Background: an optimization exercise with open tools, aiming at small area, a short achievable clock period and few clock cycles. Do not read the settings as production practice.
At most, simulation tests tie the RTL to the original design; equivalence was not proved.
Only the layout flow was run in runs 1 to 3; the RTL was not checked for function there.
Power figures rest on the tool's default switching activity, not on a simulated workload.

==> flow/design.v <==
module frame_engine (
    input  wire        clk,
    input  wire        rst,           
    input  wire        cmd_valid,
    output wire        cmd_ready,
    input  wire [31:0] cmd_data,
    output reg         rsp_valid,
    output wire [31:0] rsp_data,
    output wire        frm_valid,
    input  wire        frm_ready,
    output wire [7:0]  frm_data,
    output wire        frm_first,
    output wire        frm_last
);
    localparam [7:0] P_MARKER0 = 8'hA5;
    localparam [7:0] P_MARKER1 = 8'h5A;
    localparam [7:0] P_VERSION = 8'h01;
    localparam [7:0] P_TYPE    = 8'h01;
    function [15:0] crc_step;
        input [15:0] r;
        input [7:0]  b;
        integer      n;
        reg   [15:0] t;
        begin
            t = r ^ {b, 8'h00};
            for (n = 0; n < 8; n = n + 1)
                t = t[15] ? ((t << 1) ^ 16'h1021) : (t << 1);
            crc_step = t;
        end
    endfunction
    wire [7:0] op = cmd_data[31:24];
    wire is_nop    = (cmd_data == 32'h00000000);
    wire is_init   = (cmd_data == 32'h01000000);
    wire is_seed   = (op == 8'h02) && (cmd_data[23:16] == 8'h00);
    wire is_update = (op == 8'h03) && (cmd_data[23:8]  == 16'h0000);
    wire is_read   = (cmd_data == 32'h04000000);
    wire is_hdr    = (op == 8'h08);
    wire is_feed   = (op == 8'h10) && (cmd_data[23:8]  == 16'h0000);
    wire is_status = (cmd_data == 32'h20000000);
    wire is_legal  = is_nop | is_init | is_seed | is_update | is_read |
                     is_hdr | is_feed | is_status;
    reg [7:0]  ring [0:127];
    reg [7:0]  qhead;       
    reg [7:0]  vtail;       
    reg [7:0]  qtail;       
    reg [6:0]  blen;        
    reg [6:0]  bend;        
    reg [7:0]  level;       
    reg        feed_ok;     
    reg        avail;       
    reg [15:0] pcrc;        
    reg        hdr_ok;      
    reg [3:0]  cnt;         
    reg        big;         
    reg [7:0]  prev;        
    reg        nm_v;        
    reg [6:0]  nm_a;
    reg        busy;
    reg        cmode;       
    reg [6:0]  rd;          
    reg [6:0]  rend;        
    reg [6:0]  jstart;      
    reg [7:0]  xr;
    reg        xv;
    reg [2:0]  nframes;
    reg [15:0] crc_reg;
    reg        illegal;
    reg        rk_ones, rk_crc, rk_stat;
    reg [2:0]  rsmall;
    reg [7:0]  h_d, n_d;
    reg        h_v, n_v;
    reg [6:0]  hoff;        
    reg [6:0]  hlast;       
    reg  [7:0] fa;          
    wire [6:0] raddr = busy ? rd : fa[6:0];
    wire [7:0] rdata = ring[raddr];
    reg        rdy;
    assign cmd_ready = rdy;
    wire       fire      = cmd_valid && cmd_ready;
    wire       feed_fire = fire && is_feed;
    wire       rp_act    = busy && !cmode && xv;
    wire       st_act    = feed_fire || rp_act;
    wire [7:0] x = busy ? xr : cmd_data[7:0];
    wire       last = (rd == rend);           
    wire       cand    = (blen >= 7'd2);
    wire [6:0] lastoff = {1'b0, cnt, 2'b11} + 7'd4;           
    wire       crc_en  = (blen <= 7'd4) || (blen + 7'd1 < lastoff);
    wire       mk      = (prev == P_MARKER0) && (x == P_MARKER1);
    wire       x_a5    = (x == P_MARKER0);
    wire       x_5a    = (x == P_MARKER1);
    wire       done_big = (blen == 7'd7) && big;
    wire       at_last  = (blen == lastoff) && !big;
    wire       good_pre = hdr_ok && (cnt != 4'd0) && (pcrc[7:0] == prev);
    wire       good     = good_pre && (pcrc[15:8] == x);
    wire       s_acc    = cand && at_last && good;
    wire       s_rej    = cand && (done_big || (at_last && !good));
    wire [6:0] bend_p1 = bend + 7'd1;
    wire [6:0] bend_m1 = bend - 7'd1;
    wire       st_v    = nm_v || mk || x_a5;
    wire [6:0] st_a    = nm_v ? nm_a : (mk ? bend_m1 : bend);
    wire       restart = s_rej && st_v;
    wire       we = busy ? xv : feed_ok;
    always @(posedge clk) begin
        if (we)
            ring[bend] <= x;
    end
    wire [31:0] status = {illegal, 1'b0, avail, feed_ok,
                          4'b0, level, 5'b0, 4'b0, blen};
    assign rsp_data = rk_ones ? 32'hFFFFFFFF :
                      rk_crc  ? {16'h0, crc_reg} :
                      rk_stat ? status : {29'h0, rsmall};
    assign frm_valid = h_v;
    assign frm_data  = h_d;
    reg    first_r, last_r;   
    assign frm_first = first_r;
    assign frm_last  = last_r;
    wire   pop       = h_v && frm_ready;
    wire   fetch     = !busy && (fa != vtail) && !(h_v && n_v && !pop);
    wire       acc      = st_act && s_acc;
    wire       resp_now = (feed_fire && !restart) ||
                          (rp_act && last && !restart);
    wire [7:0] qt_acc   = qtail + {1'b0, blen} + 8'd1;
    wire [7:0] qtail_n  = acc ? qt_acc : qtail;
    wire [7:0] vtail_n  = resp_now ? qtail_n : vtail;
    wire [7:0] l_a  = level + (qtail - vtail);
    wire [7:0] l_b  = l_a + {1'b0, blen} + 8'd1;
    wire [7:0] l_s  = !resp_now ? level : (acc ? l_b : l_a);
    wire [7:0] l_sm = !resp_now ? level - 8'd1 : (acc ? l_b - 8'd1 : l_a - 8'd1);
    wire [7:0] level_n = pop ? l_sm : l_s;
    wire f_s  = !resp_now ? (level <= 8'd60) : (acc ? (l_b <= 8'd60) : (l_a <= 8'd60));
    wire f_sm = !resp_now ? (level <= 8'd61) : (acc ? (l_b <= 8'd61) : (l_a <= 8'd61));
    wire a_s  = !resp_now ? (level != 8'd0) : (acc ? (l_b != 8'd0) : (l_a != 8'd0));
    wire a_sm = !resp_now ? (level != 8'd1) : (acc ? (l_b != 8'd1) : (l_a != 8'd1));
    wire a5ld = resp_now && !avail && (qtail_n != vtail);
    wire busy_n = (feed_fire && restart) || (busy && !(rp_act && last && !restart));
    reg [6:0] blen_n, bend_n;
    always @(*) begin
        blen_n = blen;
        bend_n = bend;
        if (st_act) begin
            if (!cand) begin
                if (blen == 7'd1 && x_5a) begin
                    blen_n = 7'd2;
                    bend_n = qtail[6:0] + 7'd2;
                end else if (x_a5) begin
                    blen_n = 7'd1;
                    bend_n = qtail[6:0] + 7'd1;
                end else begin
                    blen_n = 7'd0;
                    bend_n = qtail[6:0];
                end
            end else if (s_acc) begin
                blen_n = 7'd0;
                bend_n = bend_p1;
            end else if (s_rej) begin
                blen_n = 7'd0;
                bend_n = (busy && !last && st_v) ? bend_p1 : qtail[6:0];
            end else begin
                blen_n = blen + 7'd1;
                bend_n = bend_p1;
            end
        end else if (busy && cmode && xv) begin
            bend_n = last ? qtail[6:0] : bend_p1;
        end
    end
    always @(posedge clk) begin
        if (rst) begin
            qhead     <= 8'd0;
            qtail     <= 8'd0;
            vtail     <= 8'd0;
            blen      <= 7'd0;
            bend      <= 7'd0;
            level     <= 8'd0;
            fa        <= 8'd0;
            feed_ok   <= 1'b1;
            rdy       <= 1'b1;
            avail     <= 1'b0;
            busy      <= 1'b0;
            cmode     <= 1'b0;
            xv        <= 1'b0;
            crc_reg   <= 16'hFFFF;
            illegal   <= 1'b0;
            rsp_valid <= 1'b0;
            h_v       <= 1'b0;
            n_v       <= 1'b0;
            hoff      <= 7'd0;
            hlast     <= 7'd127;
            first_r   <= 1'b1;
            last_r    <= 1'b0;
            nm_v      <= 1'b0;
        end else begin
            rsp_valid <= resp_now || (fire && !is_feed);
            qhead   <= qhead + {7'd0, pop};
            qtail   <= qtail_n;
            vtail   <= vtail_n;
            blen    <= blen_n;
            bend    <= bend_n;
            level   <= level_n;
            feed_ok <= pop ? f_sm : f_s;
            rdy     <= !busy_n && ((pop ? f_sm : f_s) ||
                                   (cmd_valid && !is_feed && !fire));
            avail   <= pop ? a_sm : a_s;
            if (a5ld || fetch)
                fa <= fa + 8'd1;
            if (fire) begin
                rk_ones <= !is_legal;
                rk_crc  <= is_read;
                rk_stat <= is_status;
                rsmall  <= 3'd0;
                if (!is_legal)
                    illegal <= 1'b1;
                else if (is_init)
                    crc_reg <= 16'hFFFF;
                else if (is_seed)
                    crc_reg <= cmd_data[15:0];
                else if (is_update)
                    crc_reg <= crc_step(crc_reg, cmd_data[7:0]);
                else if (is_hdr)
                    rsmall <= {2'b0, (cmd_data[23:16] == P_VERSION) &&
                                     (cmd_data[15:8]  == P_TYPE) &&
                                     (cmd_data[7:0]   != 8'h00)};
                else if (is_feed)
                    rsmall <= {2'b0, s_acc};
            end
            if (st_act) begin
                prev <= x;
                if (!cand) begin
                    pcrc <= 16'hFFFF;
                    nm_v <= 1'b0;
                end else begin
                    if (crc_en)
                        pcrc <= crc_step(pcrc, x);
                    if (blen == 7'd2)
                        hdr_ok <= (x == P_VERSION);
                    if (blen == 7'd3)
                        hdr_ok <= hdr_ok && (x == P_TYPE);
                    if (blen == 7'd4) begin
                        cnt <= x[3:0];
                        big <= (x[7:4] != 4'd0);
                    end
                    if (mk && !nm_v) begin
                        nm_v <= 1'b1;
                        nm_a <= bend_m1;
                    end
                end
            end
            if (busy) begin
                if (rd != rend) begin
                    xr <= rdata;
                    rd <= rd + 7'd1;
                    xv <= 1'b1;
                end else
                    xv <= 1'b0;
            end
            if (feed_fire) begin
                nframes <= {2'b0, s_acc};
                if (restart) begin
                    busy  <= 1'b1;
                    cmode <= 1'b0;
                    rd    <= st_a;
                    rend  <= bend_p1;
                    xv    <= 1'b0;
                end
            end else if (rp_act) begin
                if (s_acc)
                    nframes <= nframes + 3'd1;
                if (restart) begin
                    if (last) begin
                        rd   <= st_a;
                        rend <= bend_p1;
                        xv   <= 1'b0;
                    end else begin
                        cmode  <= 1'b1;
                        jstart <= st_a;
                    end
                end else if (last) begin
                    busy   <= 1'b0;
                    rsmall <= nframes + {2'b0, s_acc};
                end
            end else if (busy && cmode && xv && last) begin
                cmode <= 1'b0;
                rd    <= jstart;
                rend  <= bend_p1;
                xv    <= 1'b0;
            end
            if (a5ld) begin
                h_d <= P_MARKER0;
                h_v <= 1'b1;
            end else if (pop) begin
                hoff    <= last_r ? 7'd0 : hoff + 7'd1;
                first_r <= last_r;
                last_r  <= !last_r && (hoff != 7'd4) && (hoff + 7'd1 == hlast);
                if (hoff == 7'd4)
                    hlast <= {1'b0, h_d[3:0], 2'b11} + 7'd4;
                if (n_v) begin
                    h_d <= n_d;
                    h_v <= 1'b1;
                    n_d <= rdata;
                    n_v <= fetch;
                end else begin
                    h_d <= rdata;
                    h_v <= fetch;
                    n_v <= 1'b0;
                end
            end else if (fetch) begin
                if (!h_v) begin
                    h_d <= rdata;
                    h_v <= 1'b1;
                end else begin
                    n_d <= rdata;
                    n_v <= 1'b1;
                end
            end
        end
    end
endmodule
==> flow/run.sh <==
#!/bin/bash
# synth_recipe.tcl (not shown) runs the flow's synth.tcl, then flattens the netlist and writes it again
# the make line also repeats each setting of config.mk as NAME=value (left out here)
make -C /OpenROAD-flow-scripts/flow DESIGN_CONFIG=/design/flow/config.mk WORK_HOME=/design/flow/orfs CLKGATE_MAP_FILE= SYNTH_SCRIPT=/design/flow/synth_recipe.tcl finish
==> flow/config.mk <==
export PLATFORM = sky130hd
export DESIGN_NAME = frame_engine
export DESIGN_NICKNAME = frame_engine
export VERILOG_FILES = /design/flow/design.v
export SDC_FILE = /design/flow/constraint.sdc
export NUM_CORES = 4
export LEC_CHECK = 0
export CAP_MARGIN = 20
export CELL_PAD_IN_SITES_DETAIL_PLACEMENT = 1
export CELL_PAD_IN_SITES_GLOBAL_PLACEMENT = 2
export CORE_MARGIN = 2
export CORE_UTILIZATION = 50
export SETUP_SLACK_MARGIN = 5
export SLEW_MARGIN = 20
==> flow/constraint.sdc <==
create_clock -name core_clock -period 11.0 [get_ports {clk}]
set_input_delay 2.2000 -clock core_clock [delete_from_list [all_inputs] [get_ports {clk}]]
set_output_delay 2.2000 -clock core_clock [all_outputs]
set_load 0.01 [all_outputs]
==> results.cfg, run 1 <==
[status]
outcome = complete, no violations

[finish]
drive_gt1_frac = 0.1546
antenna_cells = 0
largest_reg_flops = 1024
nNetsFinal = 3547
fin_cells = 4932
syn2layout_area_growth_pct = 11.94

[floorplan]
rows = 118
start_util = 0.5048
core_area_um2 = 103800
die_y_um = 327.7
die_area_um2 = 107400
die_w_um = 327.7
io_pins = 81

[global_routing]
grtUsageTotal = 0.2701
grt_max_degree = 143
overflow = 0
grt_pass1_vias = 32178
antenna_found_initial = 4
grt_pass1_wl_um = 215300

[synthesis]
synth_area_um2 = 52400
syn_avg_cell_area_um2 = 15.38
ys_warn_count = 1
syn_inst = 3407
muxShareOfSynthArea = 0.1198
synth_top_family_by_area = multiplexers
synth_edf_count = 1115
yosys.area_share.simple = 0.08608
ys_seq_area_frac = 0.6722
syn-num-nets = 3503
synthFlopType = edfxtp_1
async_reset_ff_frac = 0
yosys.area.top_type = edfxtp_1
synth_commonest_cells = edfxtp_1 (1115), nand2_1 (385), mux4_2 (256)
yosys-top-cells-area = edfxtp_1 (64%), mux4_2 (11%), dfxtp_1 (3.3%), nand2_1 (2.8%), nor2_1 (1.7%)
yosysTopAreaCellShare = 0.6390
synth_compound_area_frac = 0.05599
synth.most_common_cell = edfxtp_1
yosysUniqueCellTypes = 93
synthXorXnorAreaFrac = 0.02770
synth-seq-cells = 1202
synth_adder_area_share = 0.01562

[cts]
hold_buffers = 0
clk_latency_ps = 730
root_buffer = clkbuf_16
tritoncts = built
cts_sinks = 1202
htreeDepth = 3
cts.path.max_buffers = 3
cts_setup_buffers = 0
clkTransAtPathRegs_ps = 60
numCtsBuffers = 120

[place]
io_buffers = 80
dp_cells = 4705
dp_hpwl_um = 90690
routabilityCongestion = 0.8965
dpl_worst_slack_ps = 3215

[min_path]
hp-start = illegal
hold_class = flop to flop

[pwr]
p_per_area_nw_per_um2 = 183.2
ir_drop_mv = 0.1454
power.leakage_uw = 0.01929

[setup_path]
r2r_slack_ps = 5350
cp-startpoint = cmd_data[7]
required_ps = 11380
arrival_ps = 6120
worstPathMaxFanout = 35
startpoint_type = primary input
path_class = primary input to flop
end_kind = flop
r2r_start = busy

[sta]
worst_slew_margin_rel = 0.2615
setup_ws_ps = 5256
report.final.slew_viol_count = 0
worstMarginPinSlew_ps = 1108
rsz0062_at_grt = yes
min_period_ps = 5744
setup_viol = 0
fin_skew_ps = 37.77
fin_setup_tns_ps = 0
fmax_mhz = 174.1
post-route-period-util = 0.5222
finalHoldViolations = 0

[route]
via_per_inst = 6.189
antenna_left = 0
dr.pass1.iters = 5
wirelength_um = 144300
vias = 30525
drt_iter0_markers = 2677
wl_per_cell_um = 29.26
drc = 0

[flow_run]
max_cap_violations = 0
[final timing paths]
kind	end	depth (start not counted)
setup / recovery	h_d[0]	10
hold / removal	illegal	2
setup reg to reg	xr[2]	10
hold reg to reg	illegal	2
[placed cells by master (no fill, tap or decap), types with 76 or more instances in the layout]
cell / count
edfxtp_1: 1115
nand2_1: 379
mux4_2: 256
nor2_1: 232
clkbuf_16: 120
o21ai_0: 104
nand3_1: 96
xnor2_1: 87
dfxtp_1: 86
clkdlybuf4s50_1: 77
xor2_1: 76
[layer usage]
layer | vias to the layer above | global-route usage | wire length (um) | share of wire
li1 | 13296 | - | - | -
met1 | 16108 | 0.3878 | 63700 | 0.44
met3 | 247 | 0.03460 | 7382 | 0.051
met2 | 870 | 0.4335 | 68560 | 0.47
met5 | - | 0 | 31 | 0.00021
met4 | 4 | 0.08536 | 4659 | 0.032
[critical path, cell delays in order]
cell and delay (ps):
clkdlybuf4s50_1 580, mux2_8 500, xor2_1 270, nor4_2 440, nand4_2 400, o31a_1 420
a211oi_2 490, o311a_4 370, nor2_1 90, nor2_2 330
[cell families (layout without fill, tap and decap cells)]
group | count (synthesis) | after routing
xor+xnor | 164 | 164
flops | 1202 | 1202
compound gates | 439 | 440
buf+inv | 267 | 410
simple gates | 971 | 971
mux | 304 | 305
fa+ha+maj | 60 | 60
[power by group]
part	total (uW)	internal, uW	switching (uW)
Sequential	5070	5030	46.1
Combinational	1490	631	862
Clock	4180	2420	1760
[final cells by class]
type | count | area, um2
Fill cell | 9530 | 45140
Sequential cell | 1202 | 35230
Multi-Input combinational cell | 1940 | 16190
Clock buffer | 139 | 3074
Tap cell | 1380 | 1727
Timing Repair Buffer | 122 | 1239
Clock inverter | 84 | 949.7
Inverter | 65 | 254.0
[stage by stage]
stage | total power (uW) | cell area [um2] | hold WS, ps | utilization
CTS | 10840 | 58530 | 487.3 | 0.5640
detailed placement | 6668 | 54470 | 470.8 | 0.5248
global placement | 6636 | 54470 | 462.2 | 0.5248
finish | 10750 | 58660 | 482.4 | 0.5651
floorplan | 6227 | 52410 | 437.5 | -
global route | 11120 | 58660 | 509.1 | 0.5651
[what timing repair did]
| item | in CTS | in global routing |
|---|---|---|
| gates cloned | 1 | 1 |
| resized for setup | 5 | 7 |
| endpoints found under the setup margin | 39 | 17 |
| pin swaps | 0 | 1 |
==> run 2: changes to the inputs <==
==> flow/flow/run.sh (new file) <==
#!/bin/bash
set -euo pipefail
bash standard.sh SETUP_SLACK_MARGIN=7 finish > standard_flow.log 2>&1
==> flow/standard.sh (new file) <==
#!/bin/bash
# synth_recipe.tcl (not shown) runs the flow's synth.tcl, then flattens the netlist and writes it again
# the make line also repeats each setting of config.mk as NAME=value (left out here)
make -C /OpenROAD-flow-scripts/flow DESIGN_CONFIG=/design/flow/config.mk WORK_HOME=/design/flow/orfs CLKGATE_MAP_FILE= SYNTH_SCRIPT=/design/flow/synth_recipe.tcl "${@:-finish}"
--- a/flow/config.mk
+++ b/flow/config.mk
@@ -12,3 +12,2 @@
 export CORE_UTILIZATION = 50
-export SETUP_SLACK_MARGIN = 5
 export SLEW_MARGIN = 20
removed: flow/run.sh
==> results.cfg, run 2 <==
[place]
io_buffers = 80
routabilityCongestion = 0.8571
dp_hpwl_um = 86820
placed_cell_area_um2 = 54830

[synthesis]
yosys.area.top_type = edfxtp_1
syn-num-nets = 3503
synth.most_common_cell = edfxtp_1
ys_seq_area_frac = 0.6722
synth-seq-cells = 1202
async_reset_ff_frac = 0
yosys-top-cells-area = edfxtp_1 (64%), mux4_2 (11%), dfxtp_1 (3.3%), nand2_1 (2.8%), nor2_1 (1.7%)
synthFlopType = edfxtp_1
syn_avg_cell_area_um2 = 15.38
syn_inst = 3407
yosysTopAreaCellShare = 0.6390
yosysUniqueCellTypes = 93
synth_edf_count = 1115
synth_commonest_cells = edfxtp_1 (1115), nand2_1 (385), mux4_2 (256)
ys_warn_count = 1
synth_area_um2 = 52400

[pwr]
power.leakage_uw = 0.02086
p_per_area_nw_per_um2 = 186.0
swShare = 0.2581
power_switching_uw = 2981
intPower_uw = 8570
seq_power_share = 0.439
p_clk_frac = 0.386
combPwrFrac = 0.175
ir_drop_mv = 0.2232

[cts]
hold_buffers = 0
tritoncts = built
htreeDepth = 4
clkTransAtPathRegs_ps = 60
numCtsBuffers = 131
cts.path.max_buffers = 3
cts_sinks = 1202
root_buffer = clkbuf_16
clk_latency_ps = 740

[setup_path]
crit_path_frequent_cell = buf_6
cpMaxStageDelayCell = or4_4
arrival_ps = 4980
ff2ff_path_depth = 18
cp_cell_sequence = buf_6 > nor4_4 > nand4_1 > or4_4 > o21a_4 > buf_6 > buf_6 > a211o_1 > nand2_2 > o311a_4 > buf_12 > nor2_4 > nor2_4
timing.rr.end = rdy
r2r_start = qtail[1]
path_depth = 13
cp_num_buf_inv = 4
end_kind = flop
required_ps = 11420
startpoint_type = primary input
critPathTopFamily = simple AND/OR/NAND/NOR gates
path_class = primary input to flop
r2r_slack_ps = 6690
worst_path_largest_cell_delay_ps = 660
worstPathMaxFanout = 8

[sta]
setup_viol = 0
post-route-period-util = 0.4147
worstMarginPinSlew_ps = 989.5
fmax_mhz = 219.2
rsz0062_at_grt = yes
fin_setup_tns_ps = 0
report.final.slew_viol_count = 0
worst_slew_margin_rel = 0.3379
finalHoldViolations = 0
hold_slack_ps = 485.4
fin_skew_ps = 14.34
min_period_ps = 4562

[floorplan]
rows = 118
core_area_um2 = 103800
start_util = 0.5048
die_area_um2 = 107400
die_y_um = 327.7
io_pins = 81
die_w_um = 327.7

[finish]
mostFrequentLayoutCells = edfxtp_1 (1115), nand2_1 (377), mux4_2 (256), nor2_1 (221), clkbuf_16 (141)
final_common_cell = edfxtp_1
drive_gt1_frac = 0.2455
largest_reg_flops = 1024
nNetsFinal = 3733
syn2layout_area_growth_pct = 18.52
final_util = 0.5984
design_area_um2 = 62110

[global_routing]
overflow = 0
grt_max_degree = 129
antenna_found_initial = 0
grt_pass1_vias = 33697
grtUsageTotal = 0.2930
grt_pass1_wl_um = 229100

[flow_run]
max_cap_violations = 0

[route]
vias = 31827
drc = 0
dr.pass1.iters = 5
antenna_left = 0
wirelength_um = 156300
via_per_inst = 6.215
wl_per_cell_um = 30.52
drt_iter0_markers = 2557

[min_path]
holdPathEnd = illegal
hp-start = illegal
hold_class = flop to flop
hold_depth = 2

[status]
outcome = complete, no violations
-- run 2: cell count changes in the layout (fill, tap and decap cells not counted), sizes merged, moves of 2 or more --
cell           previous run  this run
o311ai                    7         9
clkdlybuf4s15             0         6
bufbuf                    0         9
clkdlybuf4s50            77         8
buf                      43       229
mux2                     15        26
clkinvlp                  6        11
bufinv                   18        15
dlygate4sd2               0        17
clkbuf                  139       181
clkinv                   59        41
-- run 2: metrics by stage --
step	instances	worst slack, ps	power, uW
finish	5121	6438	11550
floorplan	3407	6035	6237
global placement	4708	3745	6674
global route	5120	6363	11900
detailed placement	4709	3485	6708
CTS	5064	6480	11490
-- run 2: logic make-up after synthesis --
| kind of cell | Yosys count | synth area share |
|---|---|---|
| AO/OA/AOI/OAI | 439 | 0.05600 |
| XOR/XNOR | 164 | 0.02770 |
| adder cells (fa/ha/maj) | 60 | 0.01562 |
| buffers and inverters | 267 | 0.02256 |
| flip-flops | 1202 | 0.6722 |
| multiplexers | 304 | 0.1198 |
| AND/OR/NAND/NOR | 971 | 0.08608 |
-- run 2: how the worst max path moves through the flow --
| stage | from | slack, ps | to |
|---|---|---|---|
| finish | cmd_data[19] | 6440 | h_d[0] |
| CTS | cmd_data[18] | 6480 | h_d[7] |
| global placement | cmd_data[0] | 3740 | n_d[4] |
| global route | cmd_data[19] | 6360 | h_d[6] |
| detailed placement | cmd_data[0] | 3490 | n_d[5] |
| floorplan | cmd_data[26] | 6040 | h_d[0] |
-- run 2: final cells by class --
| class | instances | area [um2] |
|---|---|---|
| Clock inverter | 66 | 770.7 |
| Sequential cell | 1202 | 35260 |
| Timing Repair inverter | 1 | 5.005 |
| Clock buffer | 170 | 3541 |
| Fill cell | 9320 | 41690 |
| Tap cell | 1380 | 1727 |
| Antenna cell | 1 | 2.502 |
| Multi-Input combinational cell | 1955 | 17470 |
| Inverter | 65 | 270.3 |
| Timing Repair Buffer | 281 | 3054 |
-- run 2: metal layers --
metal / global-route usage / vias up / wire, um
met4: 0.1149 / 0 / 5741
met5: 0 / - / 0
li1: - / 13730 / -
met3: 0.04100 / 268 / 8627
met1: 0.3865 / 16795 / 63260
met2: 0.4952 / 1034 / 78680
-- run 2: power groups by stage --
stage | sequential, uW | clock, uW | combinational (uW)
finish | 5070 | 4450 | 2020
global route | 5070 | 4670 | 2150
CTS | 5070 | 4510 | 1910
detailed placement | 5170 | 0 | 1530
global placement | 5170 | 0 | 1500
floorplan | 5150 | 0 | 1090
-- run 2: worst min-delay path: stages (launching register included) --
cell and delay, ps:
dfxtp_1 340, a21oi_1 50, nor2_1 70
-- run 2: repair_timing --
item / in CTS / in global routing
pin swaps: 66 / 63
cloned: 36 / 5
setup endpoints to repair: 458 / 258
resized for setup: 413 / 107
setup buffers: 83 / 51
==> run 3: changes to the inputs <==
==> flow/flow/run.sh (replaced) <==
#!/bin/bash
set -euo pipefail
bash standard.sh SETUP_SLACK_MARGIN=8 finish > standard_flow.log 2>&1
==> results.cfg, run 3 <==
[status]
outcome = complete, no violations

[sta]
setup_viol = 0
setup_ws_ps = 6499
finalHoldViolations = 0
rsz0062_at_grt = yes
worstMarginPinSlew_ps = 1146
post-route-period-util = 0.4092
min_period_ps = 4501
report.final.slew_viol_count = 0
fin_skew_ps = 17.08
worst_slew_margin_rel = 0.2298
fin_setup_tns_ps = 0
fmax_mhz = 222.2

[route]
wirelength_um = 166900
antenna_left = 0
dr.pass1.iters = 5
drc = 0
vias = 32953
drt_iter0_markers = 3041
via_per_inst = 6.283
wl_per_cell_um = 31.81

[finish]
syn2layout_area_growth_pct = 26.93
multi_input_area_um2 = 20030
largest_reg_flops = 1024
nFillCells = 9010
final_common_cell = edfxtp_1
antenna_cells = 0
seqCellArea_um2 = 35290
fin_cells = 5245
nNetsFinal = 3852
mostFrequentLayoutCells = edfxtp_1 (1115), nand2_1 (337), mux4_2 (256), buf_4 (151), clkbuf_16 (147)
drive_gt1_frac = 0.3648

[setup_path]
worstPathMaxFanout = 7
end_kind = flop
required_ps = 11580
startpoint_type = primary input
worst_path_largest_cell_delay_ps = 630
cp_cell_sequence = buf_6 > or4_4 > or4_4 > o21a_4 > o31a_1 > a211oi_4 > buf_6 > o311ai_4 > buf_6 > buf_8 > a211oi_2 > a31oi_2
crit_path_frequent_cell = buf_6
critPathTopFamily = simple AND/OR/NAND/NOR gates
cp_num_buf_inv = 4
cpMaxStageDelayCell = or4_4
arrival_ps = 5080
path_class = primary input to flop

[synthesis]
synth_edf_count = 1115
syn_avg_cell_area_um2 = 15.38
yosys.area.top_type = edfxtp_1
syn-num-nets = 3503
synthFlopType = edfxtp_1
ys_seq_area_frac = 0.6722
synth.most_common_cell = edfxtp_1
synth-seq-cells = 1202
async_reset_ff_frac = 0
yosysTopAreaCellShare = 0.6390
yosys-top-cells-area = edfxtp_1 (64%), mux4_2 (11%), dfxtp_1 (3.3%), nand2_1 (2.8%), nor2_1 (1.7%)
synth_area_um2 = 52400
syn_inst = 3407
ys_warn_count = 1
yosysUniqueCellTypes = 93
synth_commonest_cells = edfxtp_1 (1115), nand2_1 (385), mux4_2 (256)

[global_routing]
grt_pass1_wl_um = 238300
grt_pass1_vias = 34465
grt_max_degree = 96
antenna_found_initial = 4
grtUsageTotal = 0.3073
overflow = 0

[pwr]
finalPower_uw = 11800
p_per_area_nw_per_um2 = 177.4
ir_drop_mv = 0.3106
power.leakage_uw = 0.02221

[cts]
numCtsBuffers = 132
clk_latency_ps = 750
htreeDepth = 4
hold_buffers = 0
tritoncts = built
root_buffer = clkbuf_16
clkTransAtPathRegs_ps = 60
cts_sinks = 1202
cts.path.max_buffers = 3

[flow_run]
max_cap_violations = 0

[place]
routabilityCongestion = 0.8735
dp_hpwl_um = 88040
io_buffers = 80
dp_cells = 4701
dpl_worst_slack_ps = 3547

[floorplan]
io_pins = 81
start_util = 0.5048
die_w_um = 327.7
core_area_um2 = 103800
die_y_um = 327.7
die_area_um2 = 107400
rows = 118

[min_path]
hold_class = flop to flop
==> run 3: cell counts after synthesis <==
No cell type changed its count.
==> run 3: cells by family (layout without fill, tap and decap cells) <==
kind of cell,count (synthesis),after routing,share of synthesized area
buffers and inverters,267,707,0.02256
adder cells (fa/ha/maj),60,60,0.01562
flip-flops,1202,1202,0.6722
AO/OA/AOI/OAI,439,443,0.05600
AND/OR/NAND/NOR,971,972,0.08608
XOR/XNOR,164,164,0.02770
multiplexers,304,317,0.1198
==> run 3: worst paths after layout <==
| check | start | endpoint | slack, ps | depth (start not counted) |
|---|---|---|---|---|
| hold reg to reg | illegal | illegal | 480 | 2 |
| setup reg to reg | qtail[2] | level[6] | 6810 | 16 |
| setup / recovery | cmd_data[31] | hlast[2] | 6500 | 12 |
| hold / removal | illegal | illegal | 480 | 2 |
==> run 3: what timing repair did <==
action / 4_1_cts / 5_1_grt
buffers inserted: 143 / 94
cloned: 53 / 10
pin swaps: 115 / 125
setup endpoints to repair: 2325 / 1578
gates resized for setup: 862 / 369
==> run 3: area by class of cell <==
| class | count | area share |
|---|---|---|
| inverters | 65 | 0.004120 |
| clock inverters | 73 | 0.01003 |
| repair buffers | 394 | 0.07395 |
| repair inverters | 5 | 0.0005644 |
| clock buffers | 170 | 0.05373 |
| well taps | 1380 | 0.02596 |
| flip-flops and latches | 1202 | 0.5305 |
| multi-input cells | 1956 | 0.3011 |
==> run 3: layer usage <==
metal  vias up  part of all wire  GRT usage
met3       300             0.062    0.04529
met5         -          0.000072          0
met4         2             0.042     0.1110
met2      1258              0.50     0.5163
li1      13989                 -          -
met1     17404              0.40     0.4107
==> run 3: where the power goes <==
group	total [uW]	switching [uW]	leakage [uW]	internal [uW]
clock	4370	1830	0.00206	2540
sequential	5070	42.7	0.0107	5030
combinational	2360	1240	0.00941	1120
==> run 3: metrics by stage <==
| step | utilization | instance area, um2 | hold slack [ps] |
|---|---|---|---|
| final | 0.6408 | 66510 | 479.6 |
| after global routing | 0.6408 | 66510 | 521.7 |
| after CTS | 0.6160 | 63940 | 483.3 |
| after detailed placement | 0.5313 | 55150 | 466.4 |
| after global placement | 0.5311 | 55120 | 456.7 |
| after floorplan | - | 53680 | 437.5 |
==> run 3: worst min-delay path, delay by kind of cell, from the launching register on <==
kind	cells	cell delay, ps
AO/OA/AOI/OAI	1	40
flip-flops	1	330
AND/OR/NAND/NOR	1	70
==> run 4: changes to the inputs <==
--- a/flow/design.v
+++ b/flow/design.v
@@ -47,3 +47,4 @@
     reg [6:0]  bend;        
-    reg [7:0]  level;       
+    reg [7:0]  level;
+    reg [7:0]  qlen;        
     reg        feed_ok;     
@@ -74,3 +75,3 @@
     reg  [7:0] fa;          
-    wire [6:0] raddr = busy ? rd : fa[6:0];
+    reg  [6:0] raddr;       
     wire [7:0] rdata = ring[raddr];
@@ -124,4 +125,4 @@
     wire [7:0] vtail_n  = resp_now ? qtail_n : vtail;
-    wire [7:0] l_a  = level + (qtail - vtail);
-    wire [7:0] l_b  = l_a + {1'b0, blen} + 8'd1;
+    wire [7:0] l_a  = qlen;                        
+    wire [7:0] l_b  = qlen + {1'b0, blen} + 8'd1;
     wire [7:0] l_s  = !resp_now ? level : (acc ? l_b : l_a);
@@ -135,2 +136,8 @@
     wire busy_n = (feed_fire && restart) || (busy && !(rp_act && last && !restart));
+    wire [6:0] rd_n = (feed_fire && restart)              ? st_a :
+                      (rp_act && restart && last)         ? st_a :
+                      (busy && cmode && xv && last)       ? jstart :
+                      (busy && rd != rend)                ? rd + 7'd1 : rd;
+    wire [7:0] fa_n = fa + {7'd0, a5ld || fetch};
+    wire [7:0] qlen_n = (acc ? l_b : l_a) - {7'd0, pop};
     reg [6:0] blen_n, bend_n;
@@ -174,2 +181,4 @@
             fa        <= 8'd0;
+            raddr     <= 7'd0;
+            qlen      <= 8'd0;
             feed_ok   <= 1'b1;
@@ -202,4 +211,6 @@
             avail   <= pop ? a_sm : a_s;
-            if (a5ld || fetch)
-                fa <= fa + 8'd1;
+            fa    <= fa_n;
+            rd    <= rd_n;
+            raddr <= busy_n ? rd_n : fa_n[6:0];
+            qlen  <= qlen_n;
             if (fire) begin
@@ -249,3 +260,2 @@
                     xr <= rdata;
-                    rd <= rd + 7'd1;
                     xv <= 1'b1;
@@ -259,3 +269,2 @@
                     cmode <= 1'b0;
-                    rd    <= st_a;
                     rend  <= bend_p1;
@@ -268,3 +277,2 @@
                     if (last) begin
-                        rd   <= st_a;
                         rend <= bend_p1;
@@ -281,3 +289,2 @@
                 cmode <= 1'b0;
-                rd    <= jstart;
                 rend  <= bend_p1;
==> flow/flow/run.sh (replaced) <==
#!/bin/bash
set -euo pipefail
bash standard.sh SETUP_SLACK_MARGIN=7 finish > standard_flow.log 2>&1
==> results.cfg, run 4 <==
[status]
outcome = complete, no violations

[pwr]
power.leakage_uw = 0.01905
p_per_area_nw_per_um2 = 175.4
ir_drop_mv = 0.1526

[setup_path]
required_ps = 11610
critPathTopFamily = simple AND/OR/NAND/NOR gates
worst_path_largest_cell_delay_ps = 490
end_kind = flop
startpoint_type = primary input
path_depth = 13
worstPathMaxFanout = 6
cp_num_buf_inv = 3
cp_cell_sequence = buf_12 > mux2_8 > xor2_4 > nor4_4 > nand4_4 > buf_4 > buf_6 > or2_4 > a21oi_4 > ha_4 > nand3_2 > or4_1 > o21ai_1
arrival_ps = 5070
ff2ff_path_depth = 17
cpMaxStageDelayCell = or4_1
path_class = primary input to flop

[sta]
fmax_mhz = 224.5
fin_setup_tns_ps = 0
setup_viol = 0
finalHoldViolations = 0
min_period_ps = 4454
worstMarginPinSlew_ps = 1112
rsz0062_at_grt = yes
fin_skew_ps = 54.88
report.final.slew_viol_count = 0
setup_ws_ps = 6546
worst_slew_margin_rel = 0.2583
post-route-period-util = 0.4049

[global_routing]
grtUsageTotal = 0.2666
grt_pass1_vias = 30563
grt_max_degree = 144
overflow = 0
antenna_found_initial = 3
grt_pass1_wl_um = 208100

[cts]
cts_sinks = 1217
root_buffer = clkbuf_16
numCtsBuffers = 121
clkTransAtPathRegs_ps = 60
hold_buffers = 0
clk_latency_ps = 720
tritoncts = built
cts.path.max_buffers = 3
htreeDepth = 3

[finish]
final_common_cell = edfxtp_1
final_util = 0.5891
mostFrequentLayoutCells = edfxtp_1 (1115), mux4_2 (320), nor2_1 (242), nand2_1 (137), clkbuf_16 (123)
drive_gt1_frac = 0.2856
antenna_cells = 0
seqCellArea_um2 = 35550
nFillCells = 9067
multi_input_area_um2 = 16700
nNetsFinal = 3343
largest_reg_flops = 1024
syn2layout_area_growth_pct = 17.26

[route]
wl_per_cell_um = 29.81
dr.pass1.iters = 5
wirelength_um = 141300
vias = 28875
drt_iter0_markers = 2518
via_per_inst = 6.090
antenna_left = 0
drc = 0

[synthesis]
ys_seq_area_frac = 0.6852
yosysTopAreaCellShare = 0.6458
yosys.area.top_type = edfxtp_1
synth-seq-cells = 1217
syn_inst = 3024
yosysUniqueCellTypes = 89
synth.most_common_cell = edfxtp_1
synth_edf_count = 1115
async_reset_ff_frac = 0
yosys-top-cells-area = edfxtp_1 (65%), mux4_2 (14%), dfxtp_1 (3.9%), nor2_1 (1.9%), xnor2_1 (1.9%)
ys_warn_count = 1
syn-num-nets = 3108
synthFlopType = edfxtp_1
synth_commonest_cells = edfxtp_1 (1115), mux4_2 (320), nor2_1 (261)
synth_area_um2 = 51850
syn_avg_cell_area_um2 = 17.15

[place]
io_buffers = 80
routabilityCongestion = 0.7918
dpl_worst_slack_ps = 4331
dp_hpwl_um = 84030

[floorplan]
rows = 118
die_y_um = 326.0
start_util = 0.5024
die_w_um = 326.0
io_pins = 81
die_area_um2 = 106300
core_area_um2 = 103200

[flow_run]
max_cap_violations = 0

[min_path]
hold_class = flop to flop
hold_depth = 2
run 4: changes by cell type after synthesis, sizes merged, moves of 33 or more:
cell / previous run / this run
a31oi: 50 / 12
mux4: 256 / 320
o21ai: 120 / 69
and2: 48 / 10
nand2: 385 / 154
nand3: 96 / 63
run 4: layer usage:
layer  vias to the layer above  part of all wire  track usage
li1                      12472                 -            -
met2                       836              0.50       0.4406
met5                         -                 0            0
met3                       222             0.049      0.03672
met4                         0             0.034      0.08846
met1                     15345              0.42       0.3681
run 4: worst paths after layout:
check	startpoint	endpoint	slack [ps]
setup / recovery	cmd_data[0]	qlen[6]	6550
hold / removal	illegal	illegal	490
setup reg to reg	qtail[0]	flop	6910
hold reg to reg	illegal	illegal	490
run 4: cell families after synthesis:
| logic type | synth area share |
|---|---|
| DFF | 0.6852 |
| muxes | 0.1544 |
| adders and majority gates | 0.01187 |
| xor gates and xnor gates | 0.03031 |
| buffers and inverters | 0.01738 |
| AOI/OAI and AO/OA | 0.03782 |
| and+or+nand+nor | 0.06311 |
run 4: cell type report:
type                            instances  share of cell area
Timing Repair Buffer                  274             0.04437
Tap cell                             1380             0.02840
Clock buffer                          147             0.05209
Inverter                               44            0.003272
Multi-Input combinational cell       1601              0.2747
Clock inverter                         78             0.01241
Sequential cell                      1217              0.5847
run 4: per-stage QoR:
step | power, uW | cell area, um2 | cells | hold WS, ps
final | 10660 | 60800 | 4741 | 492.8
after global routing | 10990 | 60800 | 4741 | 551.2
after CTS | 10740 | 59990 | 4693 | 492.4
after detailed placement | 6600 | 54530 | 4352 | 477.5
after global placement | 6579 | 54530 | 4352 | 462.6
after floorplan | 6205 | 52490 | 3024 | 437.5
run 4: tightest hold or removal path, stage by stage (launching register included):
cell and delay [ps]:
dfxtp_1 330, a21oi_1 40, nor2_1 80
run 4: power breakdown:
group          leakage (uW)  total, uW  switching, uW  internal [uW]
clock               0.00192       4090           1760           2330
combinational       0.00623       1440            731            706
sequential           0.0109       5140           56.7           5080
total                0.0190      10700           2550           8120
run 4: repair_timing:
action	CTS	global route
setup buffers	103	45
setup endpoints to repair	815	136
resized for setup	350	97
pin swaps	61	45
gates cloned	13	2
Testbench counts of run 4, summed over its fixed seeds: cycles 35,278.
==> run 5: changes to the inputs <==
==> flow/flow/run.sh (replaced) <==
#!/bin/bash
set -euo pipefail
bash standard.sh SETUP_SLACK_MARGIN=6.5 finish > standard_flow.log 2>&1
--- a/flow/config.mk
+++ b/flow/config.mk
@@ -11,3 +11,3 @@
 export CORE_MARGIN = 2
-export CORE_UTILIZATION = 50
+export CORE_UTILIZATION = 70
 export SLEW_MARGIN = 20
==> results.cfg, run 5 <==
[status]
outcome = stopped before the end
stop_stage = global placement without I/O
firstError = [ERROR GPL-0301] Utilization 100.467 % exceeds 100%.

[synthesis]
yosysUniqueCellTypes = 89
yosys-top-cells-area = edfxtp_1 (65%), mux4_2 (14%), dfxtp_1 (3.9%), nor2_1 (1.9%), xnor2_1 (1.9%)
synth_commonest_cells = edfxtp_1 (1115), mux4_2 (320), nor2_1 (261)
syn_inst = 3024
synth_edf_count = 1115
synth_area_um2 = 51850
yosysTopAreaCellShare = 0.6458
async_reset_ff_frac = 0
ys_warn_count = 1
synth.most_common_cell = edfxtp_1
yosys.area.top_type = edfxtp_1
syn_avg_cell_area_um2 = 17.15
synth-seq-cells = 1217
synthFlopType = edfxtp_1
ys_seq_area_frac = 0.6852
syn-num-nets = 3108

[floorplan]
start_util = 0.7094
die_y_um = 276.2
die_w_um = 276.2
rows = 99
[run 5: cell counts after synthesis]
No cell type changed its count.
[run 5: cell families after synthesis]
group / after synthesis / share of synthesized area
XOR/XNOR: 176 / 0.03031
buffers and inverters: 215 / 0.01738
AO/OA/AOI/OAI: 287 / 0.03782
AND/OR/NAND/NOR: 688 / 0.06311
multiplexers: 393 / 0.1544
flip-flops: 1217 / 0.6852
adder cells (fa/ha/maj): 48 / 0.01187
==> run 6: changes to the inputs <==
--- a/flow/config.mk
+++ b/flow/config.mk
@@ -11,3 +11,3 @@
 export CORE_MARGIN = 2
-export CORE_UTILIZATION = 70
+export CORE_UTILIZATION = 60
 export SLEW_MARGIN = 20
==> results.cfg, run 6 <==
[global_routing]
grt_max_degree = 97
overflow = 0
grtUsageTotal = 0.3287
grt_pass1_wl_um = 212600
grt_pass1_vias = 31127
antenna_found_initial = 3

[min_path]
hold_depth = 2
holdPathEnd = illegal
hp-start = illegal
hold_class = flop to flop

[pwr]
ir_drop_mv = 0.1765
power.leakage_uw = 0.01827
p_per_area_nw_per_um2 = 180.2

[synthesis]
syn-num-nets = 3108
synth_commonest_cells = edfxtp_1 (1115), mux4_2 (320), nor2_1 (261)
synth_edf_count = 1115
yosys-top-cells-area = edfxtp_1 (65%), mux4_2 (14%), dfxtp_1 (3.9%), nor2_1 (1.9%), xnor2_1 (1.9%)
yosysTopAreaCellShare = 0.6458
synth.most_common_cell = edfxtp_1
syn_avg_cell_area_um2 = 17.15
ys_seq_area_frac = 0.6852
ys_warn_count = 1
async_reset_ff_frac = 0
yosysUniqueCellTypes = 89
synth_area_um2 = 51850
synth-seq-cells = 1217
synthFlopType = edfxtp_1
yosys.area.top_type = edfxtp_1
syn_inst = 3024

[sta]
min_period_ps = 4627
setup_viol = 0
finalHoldViolations = 0
fin_setup_tns_ps = 0
worstMarginPinSlew_ps = 1143
fmax_mhz = 216.1
post-route-period-util = 0.4206
rsz0062_at_grt = yes
fin_skew_ps = 21.89
report.final.slew_viol_count = 0
worst_slew_margin_rel = 0.2379

[place]
placed_cell_area_um2 = 53880
routabilityCongestion = 0.8546
dp_hpwl_um = 83880
io_buffers = 80
dp_cells = 4115

[floorplan]
io_pins = 81
start_util = 0.6070
rows = 107
die_w_um = 298.0
core_area_um2 = 85410
die_area_um2 = 88780
die_y_um = 298.0

[finish]
fin_cells = 4400
design_area_um2 = 58670
syn2layout_area_growth_pct = 13.15
multi_input_area_um2 = 16030
nNetsFinal = 3244
drive_gt1_frac = 0.2257
antenna_cells = 0
nFillCells = 7126
mostFrequentLayoutCells = edfxtp_1 (1115), mux4_2 (320), nor2_1 (256), nand2_1 (144), clkbuf_16 (117)
seqCellArea_um2 = 35550
final_common_cell = edfxtp_1
largest_reg_flops = 1024

[setup_path]
startpoint_type = primary input
path_class = primary input to flop
worstPathMaxFanout = 8
required_ps = 11590
end_kind = flop
arrival_ps = 5210
r2r_start = blen[0]
r2r_slack_ps = 6630
ff2ff_path_depth = 18

[cts]
hold_buffers = 0
clk_latency_ps = 710
htreeDepth = 3
tritoncts = built
cts_sinks = 1217
numCtsBuffers = 117
cts.path.max_buffers = 3
clkTransAtPathRegs_ps = 60
root_buffer = clkbuf_16

[route]
wirelength_um = 144100
wl_per_cell_um = 32.74
dr.pass1.iters = 5
antenna_left = 0
vias = 29353
via_per_inst = 6.671
drc = 0
drt_iter0_markers = 2899

[status]
outcome = complete, no violations

[flow_run]
max_cap_violations = 0
run 6: cell counts after synthesis:
No cell type changed its count.
run 6: worst max-delay path: stages:
cell             delay [ps]
clkdlybuf4s50_1         470
nor3_4                  240
and4b_2                 330
a31o_4                  240
nand2_8                  90
o41a_1                  390
o21ai_4                 200
o21ai_2                  80
ha_2                    250
ha_4                    180
nand3_2                  70
xor2_1                  170
nor2_1                   90
o22a_1                  200
run 6: final cells by class:
type | instances | share of cell area
Clock inverter | 75 | 0.01312
Sequential cell | 1217 | 0.6059
Inverter | 44 | 0.003199
Tap cell | 1144 | 0.02440
Multi-Input combinational cell | 1598 | 0.2732
Clock buffer | 140 | 0.05138
Timing Repair Buffer | 182 | 0.02875
run 6: what timing repair did:
item                                    CTS  global route
pin swaps                                24            20
endpoints found under the setup margin  179            61
cloned                                    7             1
endpoints found under the hold margin     0             0
setup buffers                            35            27
resized for setup                        96            38
run 6: cell families after synthesis:
| group | synth area share |
|---|---|
| DFF | 0.6852 |
| and+or+nand+nor | 0.06311 |
| muxes | 0.1544 |
| AOI/OAI and AO/OA | 0.03782 |
| buffers and inverters | 0.01738 |
| xor gates and xnor gates | 0.03031 |
| adders and majority gates | 0.01187 |
run 6: worst max-delay path by stage:
stage,startpoint,end,slack (ps),depth (start not counted)
floorplan,cmd_data[2],flop,5860,14
global placement,cmd_data[2],flop,4600,14
detailed placement,cmd_data[2],flop,4330,14
CTS,cmd_data[9],flop,6490,14
global route,cmd_data[11],flop,6250,14
finish,cmd_data[11],flop,6370,14
run 6: report_power, final:
| group | switching, uW | internal, uW |
|---|---|---|
| logic | 722 | 667 |
| registers | 58.9 | 5080 |
| clock network | 1780 | 2260 |
| total | 2560 | 8010 |
run 6: metrics by stage:
| stage | setup WS, ps | hold slack, ps | total power (uW) | utilization |
|---|---|---|---|---|
| 3_5_place_dp | 4330 | 488.6 | 6575 | 0.6308 |
| 2_1_floorplan | 5860 | 437.5 | 6198 | - |
| 3_3_place_gp | 4600 | 458.2 | 6533 | 0.6308 |
| 6_report | 6373 | 505.7 | 10570 | 0.6868 |
| 4_1_cts | 6493 | 504.3 | 10590 | 0.6824 |
| 5_1_grt | 6255 | 532.2 | 10830 | 0.6868 |
run 6: routing by layer:
metal  part of all wire  GRT usage
met2               0.50     0.5493
met1               0.38     0.4391
met5            0.00016          0
met3              0.077    0.05105
met4              0.044     0.1298
==> run 7: changes to the inputs <==
--- a/flow/config.mk
+++ b/flow/config.mk
@@ -11,3 +11,5 @@
 export CORE_MARGIN = 2
-export CORE_UTILIZATION = 60
+export CORE_UTILIZATION = 50
+export CTS_CLUSTER_DIAMETER = 120
+export CTS_CLUSTER_SIZE = 24
 export SLEW_MARGIN = 20
==> results.cfg, run 7 <==
[status]
outcome = complete, no violations

[setup_path]
worst_path_largest_cell_delay_ps = 500
startpoint_type = primary input
path_class = primary input to flop
arrival_ps = 5180
worstPathMaxFanout = 8
r2r_slack_ps = 6750
required_ps = 11590
cp_cell_sequence = buf_16 > mux2_8 > xor2_4 > nor4_4 > buf_4 > nand4_4 > o41a_1 > o21ai_4 > o21ai_2 > ha_2 > ha_4 > nand3_2 > xor2_1 > nor2_1 > o22a_1
timing.rr.end = h_d[3]
ff2ff_path_depth = 9
end_kind = flop
cpMaxStageDelayCell = o41a_1

[floorplan]
io_pins = 81
core_area_um2 = 103200
start_util = 0.5024
rows = 118
die_y_um = 326.0
die_area_um2 = 106300
die_w_um = 326.0

[synthesis]
synth-seq-cells = 1217
ys_warn_count = 1
yosys.area_share.simple = 0.06311
synth.most_common_cell = edfxtp_1
async_reset_ff_frac = 0
ys_seq_area_frac = 0.6852
synth_compound_area_frac = 0.03782
syn_avg_cell_area_um2 = 17.15
synth_commonest_cells = edfxtp_1 (1115), mux4_2 (320), nor2_1 (261)
yosys-top-cells-area = edfxtp_1 (65%), mux4_2 (14%), dfxtp_1 (3.9%), nor2_1 (1.9%), xnor2_1 (1.9%)
yosysTopAreaCellShare = 0.6458
syn_inst = 3024
synth_adder_area_share = 0.01187
yosysUniqueCellTypes = 89
syn-num-nets = 3108
synth_edf_count = 1115
muxShareOfSynthArea = 0.1544
yosys.area.top_type = edfxtp_1
synth_top_family_by_area = multiplexers
synth_area_um2 = 51850
synthFlopType = edfxtp_1
synthXorXnorAreaFrac = 0.03031

[finish]
nFillCells = 9217
final_common_cell = edfxtp_1
syn2layout_area_growth_pct = 9.750
nNetsFinal = 3186
mostFrequentLayoutCells = edfxtp_1 (1115), mux4_2 (320), nor2_1 (256), nand2_1 (145), xnor2_1 (109)
antenna_cells = 0
largest_reg_flops = 1024
drive_gt1_frac = 0.2045
final_util = 0.5514
fin_cells = 4505

[min_path]
hp-start = illegal
hold_depth = 2
hold_class = flop to flop
holdPathEnd = illegal

[route]
drc = 0
dr.pass1.iters = 5
via_per_inst = 6.191
antenna_left = 0
wl_per_cell_um = 30.22
vias = 27891
wirelength_um = 136100
drt_iter0_markers = 2736

[global_routing]
overflow = 0
grt_pass1_wl_um = 201400
grt_use_met1 = 0.3699
grt_pass1_vias = 28935
grtUsageTotal = 0.2576
grt_max_degree = 147
grt_use_met2 = 0.4256
globalRoute.busiestLayer = met2
met3_usage = 0.03081
antenna_found_initial = 0

[sta]
finalHoldViolations = 0
report.final.slew_viol_count = 0
setup_ws_ps = 6407
rsz0062_at_grt = yes
worstMarginPinSlew_ps = 1093
fin_setup_tns_ps = 0
fmax_mhz = 217.7
worst_slew_margin_rel = 0.2716
post-route-period-util = 0.4175
setup_viol = 0
min_period_ps = 4593
fin_skew_ps = 37.91

[place]
dpl_worst_slack_ps = 4307
dp_cells = 4351
routabilityCongestion = 0.8406
io_buffers = 80
dp_hpwl_um = 83820

[cts]
clkTransAtPathRegs_ps = 100
numCtsBuffers = 58
clk_latency_ps = 710
root_buffer = clkbuf_16
htreeDepth = 2
tritoncts = built
cts.path.max_buffers = 3
cts_sinks = 1217

[pwr]
p_clk_frac = 0.273
power_switching_uw = 2212
power.leakage_uw = 0.01721
combPwrFrac = 0.153
seq_power_share = 0.574
p_per_area_nw_per_um2 = 157.4
swShare = 0.2469
intPower_uw = 6747
ir_drop_mv = 0.1747

[flow_run]
max_cap_violations = 0
-- run 7: cell counts after synthesis --
Identical to the previous run, type by type.
-- run 7: power groups by stage --
stage               Clock [uW]  Sequential (uW)  Combinational (uW)
floorplan                    0             5210                 989
global placement             0             5260                1310
detailed placement           0             5260                1330
CTS                       2500             5140                1370
global route              2630             5150                1480
finish                    2440             5140                1370
-- run 7: worst max-delay path by stage --
stage | to | slack, ps | start
final | flop | 6410 | cmd_data[0]
after floorplan | flop | 5860 | cmd_data[2]
after detailed placement | flop | 4310 | cmd_data[2]
after global placement | flop | 4470 | cmd_data[12]
after global routing | flop | 6310 | cmd_data[0]
after CTS | rsp_data[6] | 6460 | rk_crc
-- run 7: per-stage QoR --
stage          power [uW]  hold slack (ps)  cell area (um2)
3_3_place_gp         6576            468.5            54190
4_1_cts              9011            503.2            56460
3_5_place_dp         6591            471.1            54190
2_1_floorplan        6198            437.5            52050
5_1_grt              9257            531.8            56900
6_report             8959            507.1            56900
-- run 7: cell families after synthesis --
family                     after synthesis
xor gates and xnor gates               176
muxes                                  393
and+or+nand+nor                        688
AOI/OAI and AO/OA                      287
DFF                                   1217
buffers and inverters                  215
adders and majority gates               48
-- run 7: metal layers --
| metal | wire [um] | vias to the layer above |
|---|---|---|
| li1 | - | 12062 |
| met5 | 0 | - |
| met2 | 67270 | 715 |
| met3 | 6626 | 156 |
| met1 | 58610 | 14958 |
| met4 | 3638 | 0 |
-- run 7: final cells by class --
class	count	area [um2]	share of cell area
tap	1380	1727	0.03034
timing repair buffer	182	1749	0.03074
clock buffer	75	1536	0.02700
multi-input combinational	1599	16030	0.2817
clock inverter	8	125.1	0.002199
inverter	44	187.7	0.003298
sequential	1217	35550	0.6247
-- run 7: what timing repair did --
action                                  in CTS  in global routing
endpoints found under the setup margin     186                 87
gates cloned                                 6                  2
hold buffers                                 0                  0
resized for setup                           86                 56
setup buffers                               38                 25
pin swaps                                   22                 23
-- run 7: worst max-delay path: cells and delay by family --
| kind | cells | cell delay, ps |
|---|---|---|
| multiplexers | 1 | 320 |
| AO/OA/AOI/OAI | 4 | 950 |
| buffers and inverters | 2 | 280 |
| adder cells (fa/ha/maj) | 2 | 410 |
| XOR/XNOR | 2 | 310 |
| AND/OR/NAND/NOR | 4 | 690 |
==> run 8: changes to the inputs <==
--- a/flow/config.mk
+++ b/flow/config.mk
@@ -12,4 +12,2 @@
 export CORE_UTILIZATION = 50
-export CTS_CLUSTER_DIAMETER = 120
-export CTS_CLUSTER_SIZE = 24
 export SLEW_MARGIN = 20
==> results.cfg, run 8 <==
[route]
vias = 28534
dr.pass1.iters = 5
drt_iter0_markers = 2716
drc = 0
antenna_left = 0
wirelength_um = 139400
via_per_inst = 6.118
wl_per_cell_um = 29.89

[status]
outcome = complete, no violations

[synthesis]
synth-seq-cells = 1217
yosys.area_share.simple = 0.06311
synth_commonest_cells = edfxtp_1 (1115), mux4_2 (320), nor2_1 (261)
muxShareOfSynthArea = 0.1544
synth_adder_area_share = 0.01187
syn_inst = 3024
ys_seq_area_frac = 0.6852
synth_edf_count = 1115
yosysUniqueCellTypes = 89
yosysTopAreaCellShare = 0.6458
synth_compound_area_frac = 0.03782
ys_warn_count = 1
synth_top_family_by_area = multiplexers
yosys.area.top_type = edfxtp_1
synthXorXnorAreaFrac = 0.03031
async_reset_ff_frac = 0
synthFlopType = edfxtp_1
yosys-top-cells-area = edfxtp_1 (65%), mux4_2 (14%), dfxtp_1 (3.9%), nor2_1 (1.9%), xnor2_1 (1.9%)
syn-num-nets = 3108
syn_avg_cell_area_um2 = 17.15
synth.most_common_cell = edfxtp_1
synth_area_um2 = 51850

[pwr]
p_clk_frac = 0.389
power_switching_uw = 2575
seq_power_share = 0.482
p_per_area_nw_per_um2 = 180.0
intPower_uw = 8106
combPwrFrac = 0.129
swShare = 0.2411
ir_drop_mv = 0.1631
power.leakage_uw = 0.01854

[cts]
cts.path.max_buffers = 3
cts_sinks = 1217
tritoncts = built
clk_latency_ps = 730
clkTransAtPathRegs_ps = 60
hold_buffers = 0
numCtsBuffers = 130
root_buffer = clkbuf_16
htreeDepth = 4

[place]
routabilityCongestion = 0.8406
io_buffers = 80
dp_hpwl_um = 83820

[sta]
worst_slew_margin_rel = 0.1583
setup_viol = 0
fin_setup_tns_ps = 0
post-route-period-util = 0.4067
fin_skew_ps = 23.97
hold_slack_ps = 497.5
min_period_ps = 4474
finalHoldViolations = 0
rsz0062_at_grt = yes
fmax_mhz = 223.5
report.final.slew_viol_count = 0
worstMarginPinSlew_ps = 1253

[setup_path]
cpMaxStageDelayCell = clkdlybuf4s50_1
end_kind = primary output
r2r_slack_ps = 6660
r2r_start = blen[1]
ff2ff_path_depth = 15
worstPathMaxFanout = 10
startpoint_type = flop
critPathTopFamily = buffers and inverters
path_class = flop to primary output
cp_num_buf_inv = 2
worst_path_largest_cell_delay_ps = 510
cp_cell_sequence = buf_4 > a21oi_1 > o21ai_0 > clkdlybuf4s50_1
arrival_ps = 2270
required_ps = 8800

[finish]
largest_reg_flops = 1024
final_util = 0.5750
mostFrequentLayoutCells = edfxtp_1 (1115), mux4_2 (320), nor2_1 (256), nand2_1 (144), clkbuf_16 (134)
nNetsFinal = 3270
drive_gt1_frac = 0.2291
syn2layout_area_growth_pct = 14.46
final_common_cell = edfxtp_1
nFillCells = 9125

[min_path]
hold_class = flop to flop
hold_depth = 2
holdPathEnd = illegal
hp-start = illegal

[floorplan]
core_area_um2 = 103200
die_y_um = 326.0
start_util = 0.5024
io_pins = 81
die_area_um2 = 106300
die_w_um = 326.0
rows = 118

[flow_run]
max_cap_violations = 0

[global_routing]
grt_max_degree = 147
antenna_found_initial = 1
grt_pass1_vias = 29994
grtUsageTotal = 0.2656
overflow = 0
grt_pass1_wl_um = 206200
-- run 8: cell counts after synthesis --
No cell type changed its count.
-- run 8: worst max-delay path by stage --
stage	slack [ps]	startpoint	cells past startpoint	endpoint
final	6530	rk_crc	4	rsp_data[6]
after global routing	6420	rk_stat	4	rsp_data[19]
after CTS	6470	rk_crc	4	rsp_data[6]
after detailed placement	4310	cmd_data[2]	14	flop
after global placement	4470	cmd_data[12]	14	flop
after floorplan	5860	cmd_data[2]	14	flop
-- run 8: power by group through the flow --
| stage | combinational (uW) | sequential (uW) | clock [uW] |
|---|---|---|---|
| final | 1380 | 5150 | 4150 |
| after global routing | 1480 | 5150 | 4380 |
| after CTS | 1390 | 5150 | 4220 |
| after detailed placement | 1330 | 5260 | 0 |
| after global placement | 1310 | 5260 | 0 |
| after floorplan | 989 | 5210 | 0 |
-- run 8: layout make-up --
| cell class | instances | area [um2] | area share |
|---|---|---|---|
| sequential | 1217 | 35550 | 0.5990 |
| multi-input combinational | 1601 | 16050 | 0.2705 |
| clock buffer | 164 | 3486 | 0.05874 |
| timing repair buffer | 192 | 1849 | 0.03116 |
| tap | 1380 | 1727 | 0.02910 |
| clock inverter | 65 | 493.0 | 0.008307 |
| inverter | 44 | 187.7 | 0.003163 |
| antenna | 1 | 2.502 | 0.00004217 |
-- run 8: what timing repair did --
action | in CTS | in global routing
gates resized for setup | 104 | 52
cloned | 9 | 1
setup endpoints to repair | 185 | 87
buffers inserted | 44 | 29
pin swaps | 33 | 25
-- run 8: through the flow --
stage	cells	power (uW)	worst slack [ps]	instance area [um2]
detailed placement	4351	6591	4307	54190
floorplan	3024	6198	5860	52050
global route	4663	11020	6417	59340
global placement	4351	6576	4475	54190
CTS	4633	10770	6468	58940
finish	4664	10680	6526	59340
-- run 8: cells by family (layout without fill, tap and decap cells) --
| kind of cell | after synthesis | after routing |
|---|---|---|
| AND/OR/NAND/NOR | 688 | 691 |
| buffers and inverters | 215 | 465 |
| flip-flops | 1217 | 1217 |
| adder cells (fa/ha/maj) | 48 | 48 |
| multiplexers | 393 | 399 |
| XOR/XNOR | 176 | 176 |
| AO/OA/AOI/OAI | 287 | 287 |
| other | 0 | 1 |
-- run 8: tightest hold or removal path, stage by stage, from the launching register on --
cell,delay (ps)
dfxtp_1,340
a21oi_1,50
nor2_1,80
-- run 8: routing by layer --
metal | vias up | share of wire | GRT usage
met1 | 15122 | 0.42 | 0.3747
met4 | 0 | 0.031 | 0.08676
li1 | 12329 | - | -
met3 | 220 | 0.057 | 0.03946
met2 | 863 | 0.49 | 0.4288
met5 | - | 0 | 0
==> run 9: changes to the inputs <==
--- a/flow/config.mk
+++ b/flow/config.mk
@@ -12,2 +12,4 @@
 export CORE_UTILIZATION = 50
+export CTS_CLUSTER_DIAMETER = 100
+export CTS_CLUSTER_SIZE = 20
 export SLEW_MARGIN = 20
==> results.cfg, run 9 <==
[status]
outcome = complete, no violations

[global_routing]
grt_max_degree = 147
overflow = 0
grt_pass1_wl_um = 202900
grt_pass1_vias = 29262
antenna_found_initial = 0
grtUsageTotal = 0.2607

[floorplan]
die_y_um = 326.0
rows = 118
io_pins = 81
core_area_um2 = 103200
start_util = 0.5024
die_w_um = 326.0
die_area_um2 = 106300

[place]
dpl_worst_slack_ps = 4307
io_buffers = 80
dp_hpwl_um = 83820
routabilityCongestion = 0.8406

[finish]
nNetsFinal = 3214
nFillCells = 9205
final_util = 0.5569
mostFrequentLayoutCells = edfxtp_1 (1115), mux4_2 (320), nor2_1 (253), nand2_1 (145), xnor2_1 (108)
final_common_cell = edfxtp_1
antenna_cells = 0
largest_reg_flops = 1024
syn2layout_area_growth_pct = 10.85
drive_gt1_frac = 0.2148

[setup_path]
end_kind = flop
required_ps = 11570
path_class = primary input to flop
worstPathMaxFanout = 8
arrival_ps = 5090
startpoint_type = primary input

[synthesis]
synth.most_common_cell = edfxtp_1
yosysTopAreaCellShare = 0.6458
ys_seq_area_frac = 0.6852
synthFlopType = edfxtp_1
ys_warn_count = 1
syn_inst = 3024
synth_area_um2 = 51850
synth-seq-cells = 1217
synth_commonest_cells = edfxtp_1 (1115), mux4_2 (320), nor2_1 (261)
synth_edf_count = 1115
yosysUniqueCellTypes = 89
syn-num-nets = 3108
async_reset_ff_frac = 0
yosys.area.top_type = edfxtp_1
yosys-top-cells-area = edfxtp_1 (65%), mux4_2 (14%), dfxtp_1 (3.9%), nor2_1 (1.9%), xnor2_1 (1.9%)
syn_avg_cell_area_um2 = 17.15

[sta]
min_period_ps = 4524
rsz0062_at_grt = yes
worst_slew_margin_rel = 0.2845
finalHoldViolations = 0
fin_skew_ps = 32.61
post-route-period-util = 0.4113
fin_setup_tns_ps = 0
setup_ws_ps = 6476
fmax_mhz = 221.0
report.final.slew_viol_count = 0
worstMarginPinSlew_ps = 1073
setup_viol = 0

[min_path]
hold_class = flop to flop

[route]
top_layer_used = met4
dr_wl_met3_um = 6852
wirelength_um = 137000
antenna_left = 0
drt_iter0_markers = 2519
wl_met1_um = 58500
vias = 27937
dr.pass1.iters = 5
drc = 0
wl_per_cell_um = 30.19
via_per_inst = 6.158
dr_wl_met2_um = 67590

[cts]
root_buffer = clkbuf_16
numCtsBuffers = 72
clkTransAtPathRegs_ps = 90
htreeDepth = 3
hold_buffers = 0
cts.path.max_buffers = 3
clk_latency_ps = 670
tritoncts = built
cts_sinks = 1217

[pwr]
p_per_area_nw_per_um2 = 162.1
ir_drop_mv = 0.1670
power.leakage_uw = 0.01757

[flow_run]
max_cap_violations = 0
run 9: changes by cell type in the layout (fill, tap and decap cells not counted), sizes merged:
cell	previous run	this run
buf	118	119
bufinv	4	2
clkbuf	166	93
clkdlybuf4s50	46	55
clkinv	53	2
clkinvlp	3	2
diode	1	0
dlymetal6s2s	12	6
inv	49	47
nand4	28	27
run 9: worst max-delay path, stage by stage:
cell	delay (ps)
clkbuf_2	200
mux2i_4	110
xnor2_2	240
nor4_4	440
nand4_4	150
buf_12	170
o41a_1	430
o21ai_4	190
o21ai_2	70
ha_2	240
ha_4	170
nand3_2	70
xor2_1	140
nor2_1	70
o22a_1	190
run 9: report_power, final:
group | internal, uW | leakage [uW] | switching, uW
Clock | 1310 | 0.00102 | 1480
Combinational | 677 | 0.00565 | 706
Sequential | 5070 | 0.0109 | 65.0
Total | 7060 | 0.0176 | 2250
run 9: what timing repair did:
action / CTS / global route
endpoints found under the setup margin: 191 / 85
cloned: 8 / 1
gates resized for setup: 94 / 53
buffers inserted: 42 / 34
hold endpoints to repair: 0 / 0
pin swaps: 26 / 28
run 9: final timing paths:
path,end,startpoint,slack (ps),depth (start not counted)
worst max-delay path,flop,cmd_data[4],6480,15
worst min-delay path,illegal,illegal,510,2
worst max register to register,h_d[3],flop,6650,9
worst min register to register,illegal,illegal,510,2
run 9: cells by family after synthesis:
family	share of synthesized area
xor+xnor	0.03031
compound gates	0.03782
flops	0.6852
fa+ha+maj	0.01187
mux	0.1544
simple gates	0.06311
buf+inv	0.01738
run 9: layout make-up:
type | count | area (um2) | share of cell area
tap | 1380 | 1727 | 0.03004
sequential | 1217 | 35550 | 0.6185
clock buffer | 92 | 1962 | 0.03414
timing repair buffer | 195 | 1832 | 0.03187
multi-input combinational | 1600 | 16090 | 0.2799
inverter | 44 | 187.7 | 0.003266
clock inverter | 9 | 130.1 | 0.002264
run 9: layer usage:
metal	track usage	vias up
li1	-	12129
met1	0.3719	14868
met2	0.4281	766
met3	0.02783	174
met4	0.07784	0
met5	0	-
run 9: through the flow:
stage                     instance area [um2]  instances  hold slack (ps)  power (uW)
after detailed placement                54190       4351            471.1        6591
final                                   57470       4537            505.3        9316
after global placement                  54190       4351            468.5        6576
after global routing                    57470       4537            529.4        9614
after floorplan                         52050       3024            437.5        6198
after CTS                               56980       4502            501.1        9394

port drivers added, routing unchanged:
No port has a modelled driver above. Below, the same layouts with a new extraction and two added sets of constraints.
Step 1 assumes that a clkbuf_16 drives the clock port and a buf_2 every other input.
Step 2, shift: input delay + t, output delay - t, t = (earliest + latest rising clock arrival at the registers) / 2. This alone moves slack from input paths to output paths.
Three values: ideal ports, drivers, drivers and shift; two values: the first two.
run	t (ns)	setup WS [ns]	worst setup path after step 2
run 1	0.786	5.256 / 5.306 / 4.520	input to register
run 2	0.812	6.438 / 6.484 / 5.672	input to register
run 3	0.812	6.499 / 6.545 / 5.732	input to register
run 4	0.770	6.546 / 6.571 / 5.802	input to register
run 6	0.771	6.373 / 6.319 / 5.639	input to register
run 7	0.765	6.407 / 6.420 / 5.655	input to register
run 8	0.796	6.526 / 6.451 / 5.787	input to register
run 9	0.732	6.476 / 6.491 / 5.759	input to register
After both steps every run listed still meets setup and hold. The setup slack of run 3, which loses most, moves by +0.046 ns with the drivers and by -0.767 ns with both steps.
